What follows belongs to an exercise in optimizing a design on an open flow for small area, a short achievable clock period and few clock cycles; a production flow would make more cautious choices. Function was checked by simulation only, so behaviour that the tests miss may differ from the original.

==> flow/design.v, too long to show whole: its modules and the start of the top module <==
// module perm_table: 94 lines
// module pt_mix1: 1484 lines
// module pt_mix2: 1374 lines
// module pt_jdraw: 914 lines
module perm_table (
    input  wire        clk,
    input  wire        rst,         
    input  wire        start,
    input  wire [63:0] seed,
    input  wire        wr_en,
    input  wire [7:0]  wr_index,
    input  wire [7:0]  wr_data,
    input  wire [8:0]  rd_index,
    output reg  [7:0]  rd_data,
    output wire        busy,
    output reg         done
);
  // ...
==> flow/run.sh <==
#!/bin/bash
# synth_recipe.tcl (not shown) runs the flow's synth.tcl, then flattens the netlist and writes it again
# the make line also repeats each setting of config.mk as NAME=value (left out here)
make -C /OpenROAD-flow-scripts/flow DESIGN_CONFIG=/design/flow/config.mk WORK_HOME=/design/flow/orfs CLKGATE_MAP_FILE= SYNTH_SCRIPT=/design/flow/synth_recipe.tcl finish
==> flow/config.mk <==
export PLATFORM = sky130hd
export DESIGN_NAME = perm_table
export DESIGN_NICKNAME = perm_table
export VERILOG_FILES = /design/flow/design.v
export SDC_FILE = /design/flow/constraint.sdc
export NUM_CORES = 8
export LEC_CHECK = 0
export CAP_MARGIN = 20
export CORE_MARGIN = 2
export CORE_UTILIZATION = 22
export PLACE_DENSITY = 0.4
export SLEW_MARGIN = 20
==> flow/constraint.sdc <==
create_clock -name core_clock -period 14.0 [get_ports {clk}]
set_input_delay 2.8000 -clock core_clock [delete_from_list [all_inputs] [get_ports {clk}]]
set_output_delay 2.8000 -clock core_clock [all_outputs]
set_load 0.01 [all_outputs]
==> run_results.csv, run 1 <==
group,metric,value,unit
setup_path,critPathMaxStageDelay,0.64,ns
layout,layout.cells.non_filler,28500,
layout,seq_cell_count,2277,
layout,signal_buffer_area_fraction,1.99,%
sta,hold_viol,0,
setup_path,crit_top_cell,"fa_1",
setup_path,end_kind,"flop",
setup_path,path_delay_family,"adder cells",
synth,yosys_warnings,1,
sta,finalCritPeriodShare,58.7,%
layout,final_common_cell,"nand2_1",
global_routing,grt_usage,16.3,%
floorplan,taps,10200,
clock_tree,tritoncts,"yes",
synth,synth_top_area_cell,"dfxtp_1",
layout,multi_input_area,111000,um2
layout,antenna_cells,11,
run_status,status,"no timing/DRC/antenna violations",
layout,mostFrequentLayoutCells,"nand2_1, dfxtp_1, mux2i_1",
synth,syn_nets,20800,
clock_tree,cts_max_level,5,
setup_path,critPathLaunch,"z1r[41]$_DFF_P_",
layout,final_area,189000,um2
layout,seq_area_share,24.1,%
placed_design,place_ws,5.44,ns
Testbench counts, summed over its fixed seeds: cycles 33,280.
==> run 2, diff against run 1 <==
==> flow/flow/run.sh (new file) <==
#!/bin/bash
set -euo pipefail
M=$(cat flow/margin.txt)
R=orfs/results/sky130hd/perm_table/base
bash standard.sh synth > synth.log 2>&1
cp $R/1_2_yosys.v synth_netlist.v
python3 flow/fapol.py synth_netlist.v $R/1_2_yosys.v > fapol.log 2>&1
rm -f $R/1_synth.odb $R/1_synth.sdc
bash standard.sh place > place.log 2>&1
bash standard.sh SETUP_SLACK_MARGIN=$M finish > layout.log 2>&1
==> flow/flow/fapol.py (new file) <==
#!/usr/bin/env python3
"""Full-adder polarity clean-up of a Yosys gate netlist (sky130hd).

Yosys's extract_fa often leaves full adders whose three inputs come through
inverters and whose outputs go through inverters again.  A full adder is
self-dual: FA(~a, ~b, ~c) = (~sum, ~cout).  This script removes the
inverters that do not drive a port, chooses for every fa cell whether it
works on true or on complemented signals so that as few inverters as
possible are needed, and re-inserts one inverter per net that still needs
the other polarity.  Registers and all other cells are left as they are.

usage: fapol.py in.v out.v
"""
import re, sys, random

OUTPINS = {"X", "Y", "Q", "Q_N", "SUM", "COUT", "HI", "LO"}
INV_RE = re.compile(r"sky130_fd_sc_hd__(?:clk)?inv_\d+$")
FA_RE = re.compile(r"sky130_fd_sc_hd__fa_\d+$")

src = open(sys.argv[1]).read()
m = re.search(r"\bmodule\s+(\S+)\s*\((.*?)\);", src, re.S)
head_end = m.end()
endm = src.rindex("endmodule")
body = src[head_end:endm]

# split body into statements
stmts = []
for st in re.finditer(r"(.*?);", body, re.S):
    stmts.append(st.group(1).strip())

ports_in, ports_out = set(), set()
decls = []
cells = []   # [type, name, {pin: net}]
other = []
def expand(rng, name):
    if rng is None:
        return [name]
    a, b = map(int, rng.split(":"))
    lo, hi = min(a, b), max(a, b)
    return [f"{name}[{i}]" for i in range(lo, hi + 1)]

for s in stmts:
    if not s:
        continue
    mm = re.match(r"(input|output|inout|wire)\s+(?:\[(\d+:\d+)\]\s+)?(\S+)$", s)
    if mm:
        decls.append(s)
        kind, rng, name = mm.groups()
        if kind == "input":
            ports_in.update(expand(rng, name))
        elif kind == "output":
            ports_out.update(expand(rng, name))
        continue
    mm = re.match(r"(\S+)\s+(\S+)\s*\((.*)\)$", s, re.S)
    if mm and mm.group(1).startswith("sky130_fd_sc_hd__"):
        pins = {}
        for p in re.finditer(r"\.(\w+)\((.*?)\)\s*(?:,|$)", mm.group(3), re.S):
            pins[p.group(1)] = p.group(2).strip()
        cells.append([mm.group(1), mm.group(2), pins])
        continue
    other.append(s)

if other:
    sys.stderr.write(f"fapol: {len(other)} other statements kept as they are\n")

def norm(n):
    return n

driver = {}
for ci, (ty, nm, pins) in enumerate(cells):
    for p, n in pins.items():
        if p in OUTPINS:
            driver[n] = (ci, p)

# removable inverters: not driving an output port net
removable = set()
for ci, (ty, nm, pins) in enumerate(cells):
    if INV_RE.match(ty) and pins["Y"] not in ports_out:
        removable.add(ci)

def base(n):
    p = 0
    seen = 0
    while n in driver and driver[n][0] in removable:
        ci = driver[n][0]
        n = cells[ci][2]["A"]
        p ^= 1
        seen += 1
        if seen > 1000:
            raise SystemExit("inverter loop")
    return n, p

# consumers per base net: list of (cell index or -1 for port, pin, p)
cons = {}
for ci, (ty, nm, pins) in enumerate(cells):
    if ci in removable:
        continue
    for p, n in pins.items():
        if p in OUTPINS:
            continue
        if n.startswith("1'b") or n == "":
            continue
        b, pol = base(n)
        cons.setdefault(b, []).append((ci, p, pol))
for n in ports_out:
    if n in driver and driver[n][0] in removable:
        raise SystemExit("port driven by removable inverter")

fa = [ci for ci, c in enumerate(cells) if FA_RE.match(c[0])]
faset = set(fa)
flip = {ci: 0 for ci in fa}

def drvflip(b):
    d = driver.get(b)
    if d and d[0] in faset:
        return flip[d[0]]
    return 0

def need(b):
    fd = drvflip(b)
    for ci, p, pol in cons.get(b, []):
        fc = flip.get(ci, 0)
        if pol ^ fc ^ fd:
            return 1
    return 0

# nets touched by each fa (its inputs' base nets and its outputs)
touch = {}
for ci in fa:
    ns = set()
    for p, n in cells[ci][2].items():
        if p in OUTPINS:
            ns.add(n)
        else:
            ns.add(base(n)[0])
    touch[ci] = ns

before = sum(need(b) for b in cons)
cur = before
random.seed(1)
improved = True
rounds = 0
while improved and rounds < 50:
    improved = False
    rounds += 1
    order = fa[:]
    random.shuffle(order)
    for ci in order:
        ns = touch[ci]
        old = sum(need(b) for b in ns)
        flip[ci] ^= 1
        new = sum(need(b) for b in ns)
        if new < old or (new == old and random.random() < 0.0):
            cur += new - old
            improved = True
        else:
            flip[ci] ^= 1
sys.stderr.write(f"fapol: {len(removable)} inverters removed, {cur} inserted "
                 f"(without flips {before}); {sum(flip.values())} of {len(fa)} fa flipped\n")

# rewrite
newnets = []
inv_of = {}
out_cells = []
cnt = 0
for b in cons:
    pass
def inv_net(b):
    global cnt
    if b not in inv_of:
        cnt += 1
        nn = f"_fapol_n{cnt}_"
        inv_of[b] = nn
        newnets.append(nn)
        out_cells.append(("sky130_fd_sc_hd__inv_1", f"_fapol_i{cnt}_", {"A": b, "Y": nn}))
    return inv_of[b]

for ci, (ty, nm, pins) in enumerate(cells):
    if ci in removable:
        continue
    np = {}
    for p, n in pins.items():
        if p in OUTPINS or n.startswith("1'b") or n == "":
            np[p] = n
            continue
        b, pol = base(n)
        fc = flip.get(ci, 0)
        if pol ^ fc ^ drvflip(b):
            np[p] = inv_net(b)
        else:
            np[p] = b
    out_cells.append((ty, nm, np))

def fmt(n):
    return n + " " if n.startswith("\\") else n
lines = [src[:head_end]]
for d in decls:
    lines.append(f"  {d} ;")
for n in newnets:
    lines.append(f"  wire {n};")
for s in other:
    lines.append(f"  {s};")
for ty, nm, pins in out_cells:
    pl = ",\n".join(f"    .{p}({fmt(n)})" for p, n in pins.items())
    lines.append(f"  {ty} {nm} (\n{pl}\n  );")
lines.append("endmodule")
open(sys.argv[2], "w").write("\n".join(lines) + "\n")
==> flow/flow/margin.txt (new file) <==
7.8
==> flow/standard.sh (new file) <==
#!/bin/bash
# synth_recipe.tcl (not shown) runs the flow's synth.tcl, then flattens the netlist and writes it again
# the make line also repeats each setting of config.mk as NAME=value (left out here)
make -C /OpenROAD-flow-scripts/flow DESIGN_CONFIG=/design/flow/config.mk WORK_HOME=/design/flow/orfs CLKGATE_MAP_FILE= SYNTH_SCRIPT=/design/flow/synth_recipe.tcl "${@:-finish}"
==> flow/config.mk (replaced) <==
export PLATFORM = sky130hd
export DESIGN_NAME = perm_table
export DESIGN_NICKNAME = perm_table
export VERILOG_FILES = /design/flow/design.v
export SDC_FILE = /design/flow/constraint.sdc
export NUM_CORES = 8
export LEC_CHECK = 0
export ABC_CLOCK_PERIOD_IN_PS = 6000
export CAP_MARGIN = 30
export CORE_MARGIN = 2
export CORE_UTILIZATION = 25
export PLACE_DENSITY = 0.4
export SLEW_MARGIN = 30
removed: flow/run.sh
==> run 2 against run 1 <==
  * Count of clock-buffer cells in the layout is 16 lower
  * Fmax is 26% higher
  * Synthesized area is 2.3% lower
  * First-iteration DRC count rose by 2.6%
  * Synthesized cell count down 5.5%
  * Non-clock buffer count grew 465
  * Critical path depth fell by 6
  * Highest routed layer unchanged
  * Largest cell class unchanged
  * Die area decreased by 14%
  * Global-route usage rose by 3.0 points
  * Setup slack improved by 1.7 ns
==> run_results.csv, run 2 <==
group,metric,value,unit
clock_tree,tritoncts,"yes",
floorplan,die_area,665000,um2
setup_path,r2r_end,"z2r[63]$_DFF_P_",
routing,vias_per_cell,4.97,
sta,hold_viol,0,
floorplan,ios,103,
setup_path,required,14.85,ns
routing,drt_wl_total,662000,um
global_routing,overflow,0,
flow_run,maxCapViolations,0,
setup_path,start_kind,"flop",
floorplan,die_height,815,um
synth,yosys_warnings,1,
clock_tree,clock_sinks,2277,
sta,finalCritPeriodShare,46.6,%
setup_path,critPathMaxStageDelay,0.76,ns
setup_path,reg2reg_from,"z1r[30]$_DFF_P_",
worst_hold_path,worstHoldStart,"t[0]$_SDFF_PP1_",
global_routing,grt_usage,19.3,%
sta,rsz0062_at_grt,"true",
synth,syn_area,165000,um2
routing,drt_iter0_markers,10400,
routing,wire_per_inst,25.0,um
floorplan,fp.dieW,815,um
sta,clock.fmax,153,MHz
setup_path,crit_type,"reg -> reg",
sta,finalMaxSlewViolations,0,
setup_path,cp.buffers_inverters,4,
synth,netlist_instances,17800,
global_routing,grt_max_degree,164,
setup_path,end_kind,"flop",
placed_design,place_congestion,0.876,
sta,slew_headroom,24.8,%
clock_tree,path_clk_slew,0.07,ns
floorplan,initial_core_util,25.0,%
clock_tree,cts_max_level,5,
setup_path,crit_top_cell,"fa_1",
clock_tree,postCtsHoldBufs,0,
layout,area_growth,16.5,%
sta,setup_slack,7.48,ns
routing,ant_nets,0,
setup_path,path_delay_family,"adder cells",
setup_path,cp.arrival,7.37,ns
global_routing,antenna_found_initial,43,
sta,setup_violations,0,
clock_tree,insertion_delay,0.99,ns
setup_path,path_cells,"xor2_1, buf_6, clkinvlp_4, buf_4, fa_2, fa_1, fa_1, fa_1, fa_1, fa_1, inv_1, fa_1, ha_1, nor2b_1, a21o_1, a221oi_2, xnor2_2",
placed_design,place_ws,4.83,ns
sta,period_minus_slack,6.52,ns
global_routing,grt_pass1_wl,969000,um
layout,mostFrequentLayoutCells,"nand2_1, dfxtp_1, mux2i_1",
worst_hold_path,holdPathStages,1,
layout,final_common_cell,"nand2_1",
sta,finalSetupTns,0,ns
placed_design,place_hpwl,431000,um
global_routing,grt_pass1_vias,132000,
sta,tightestPinTransition,1.13,ns
layout,largest_reg_flops,2048,
sta,skew,0.103,ns
layout,fill_cells,69000,
worst_hold_path,min_path_type,"reg -> reg",
run_status,status,"no timing/DRC/antenna violations",
synth,syn_nets,19700,
routing,drcViolationCount,0,
setup_path,r2r_slack,7.48,ns
floorplan,fp.coreArea,657000,um2
clock_tree,clockRootBuffer,"clkbuf_16",
layout,nNetsFinal,19500,
clock_tree,cts_max_path_buffers,4,
floorplan,rows,298,
clock_tree,numCtsBuffers,296,
placed_design,numPortBuffers,102,
routing,drt_pass1_iterations,7,
layout,drive_gt1_share,12.1,%
layout,largest-register,"g_entry.e",
setup_path,critPathMaxFanout,6,
synth,syn_avg_cell_area,9.24,um2
setup_path,r2r_cells,17,
worst_hold_path,hold_path_end,"t[0]$_SDFF_PP1_",
setup_path,cp_slowest_cell,"fa_2",
routing,dr_total_vias,132000,
run 2: final cells by class:
| type | count | area [um2] | area share, % |
|---|---|---|---|
| multi-input cells | 13400 | 114000 | 59.2 |
| flip-flops and latches | 2277 | 45900 | 23.9 |
| well taps | 8700 | 10900 | 5.68 |
| repair buffers | 884 | 8920 | 4.65 |
| clock buffers | 434 | 8740 | 4.56 |
| inverters | 672 | 2740 | 1.43 |
| clock inverters | 93 | 1010 | 0.529 |
| diodes | 11 | 27.5 | 0.0144 |
run 2: per-layer routing:
| layer | share of wire, % | routed length [um] | GRT usage [%] |
|---|---|---|---|
| met1 | 45 | 297000 | 26.4 |
| met5 | 0.0079 | 52 | 0 |
| met4 | 3.0 | 20000 | 4.98 |
| met3 | 5.5 | 36600 | 2.92 |
| met2 | 47 | 308000 | 31.9 |
run 2: worst max-delay path by stage:
stage               slack, ns                            to  cells after the start       startpoint
floorplan                6.50               z1r[63]$_DFF_P_                     22    s[32]$_DFF_P_
global placement         4.93  g_entry[1].e[0]$_SDFFE_PP1P_                     12      rd_index[8]
detailed placement       4.83  g_entry[1].e[0]$_SDFFE_PP1P_                     12      rd_index[8]
CTS                      7.46               z2r[63]$_DFF_P_                     25  z1r[48]$_DFF_P_
global route             7.30               z2r[56]$_DFF_P_                     23  z1r[48]$_DFF_P_
finish                   7.48               z2r[63]$_DFF_P_                     17  z1r[30]$_DFF_P_
run 2: what timing repair did:
item                       CTS  global route
cloned                      15             3
pin swaps                  144           167
buffers inserted           329           106
gates resized for setup    732           250
setup endpoints to repair  118            89
run 2: stage by stage:
step	area [um2]	utilization (%)	std cells	hold slack, ns
global placement	174000	26.5	25500	0.389
global route	192000	29.2	26500	0.444
finish	192000	29.2	26500	0.407
detailed placement	174000	26.5	25500	0.397
floorplan	165000	-	17800	0.375
CTS	190000	28.9	26400	0.413
run 2: worst register-to-register path: stages (launching register included):
cell and delay, ns:
dfxtp_1 0.35, xor2_1 0.18, buf_6 0.19, clkinvlp_4 0.17, buf_4 0.24, fa_2 0.76
fa_1 0.51, fa_1 0.51, fa_1 0.56, fa_1 0.44, fa_1 0.50, inv_1 0.07
fa_1 0.70, ha_1 0.35, nor2b_1 0.18, a21o_1 0.17, a221oi_2 0.34, xnor2_2 0.18

## re-timing with driven ports
No port has a modelled driver above. Below, the same layouts with a new extraction and two added sets of constraints. Step 1 assumes that a clkbuf_16 drives the clock port and a buf_2 every other input. Step 2 moves the port delays by t, midway between the first and last clock arrival at a register: inputs arrive t later, outputs are due t later. That takes back most of the time a late clock gives input paths. a / b / c = no drivers / after step 1 / after step 2; a / b = the first two.
run | t (ns) | slack for setup (ns) | worst setup path at the end | pins driven straight from the clock port
run 1 | 1.079 | 5.777 / 5.777 / 5.274 | input to register | 1
run 2 | 1.071 | 7.476 / 7.476 / 6.674 | input to register | 1
After both steps setup and hold are still met in every run listed. For run 2, which loses most, drivers alone change the setup slack by 0.000 ns; drivers and shift together by -0.802 ns.
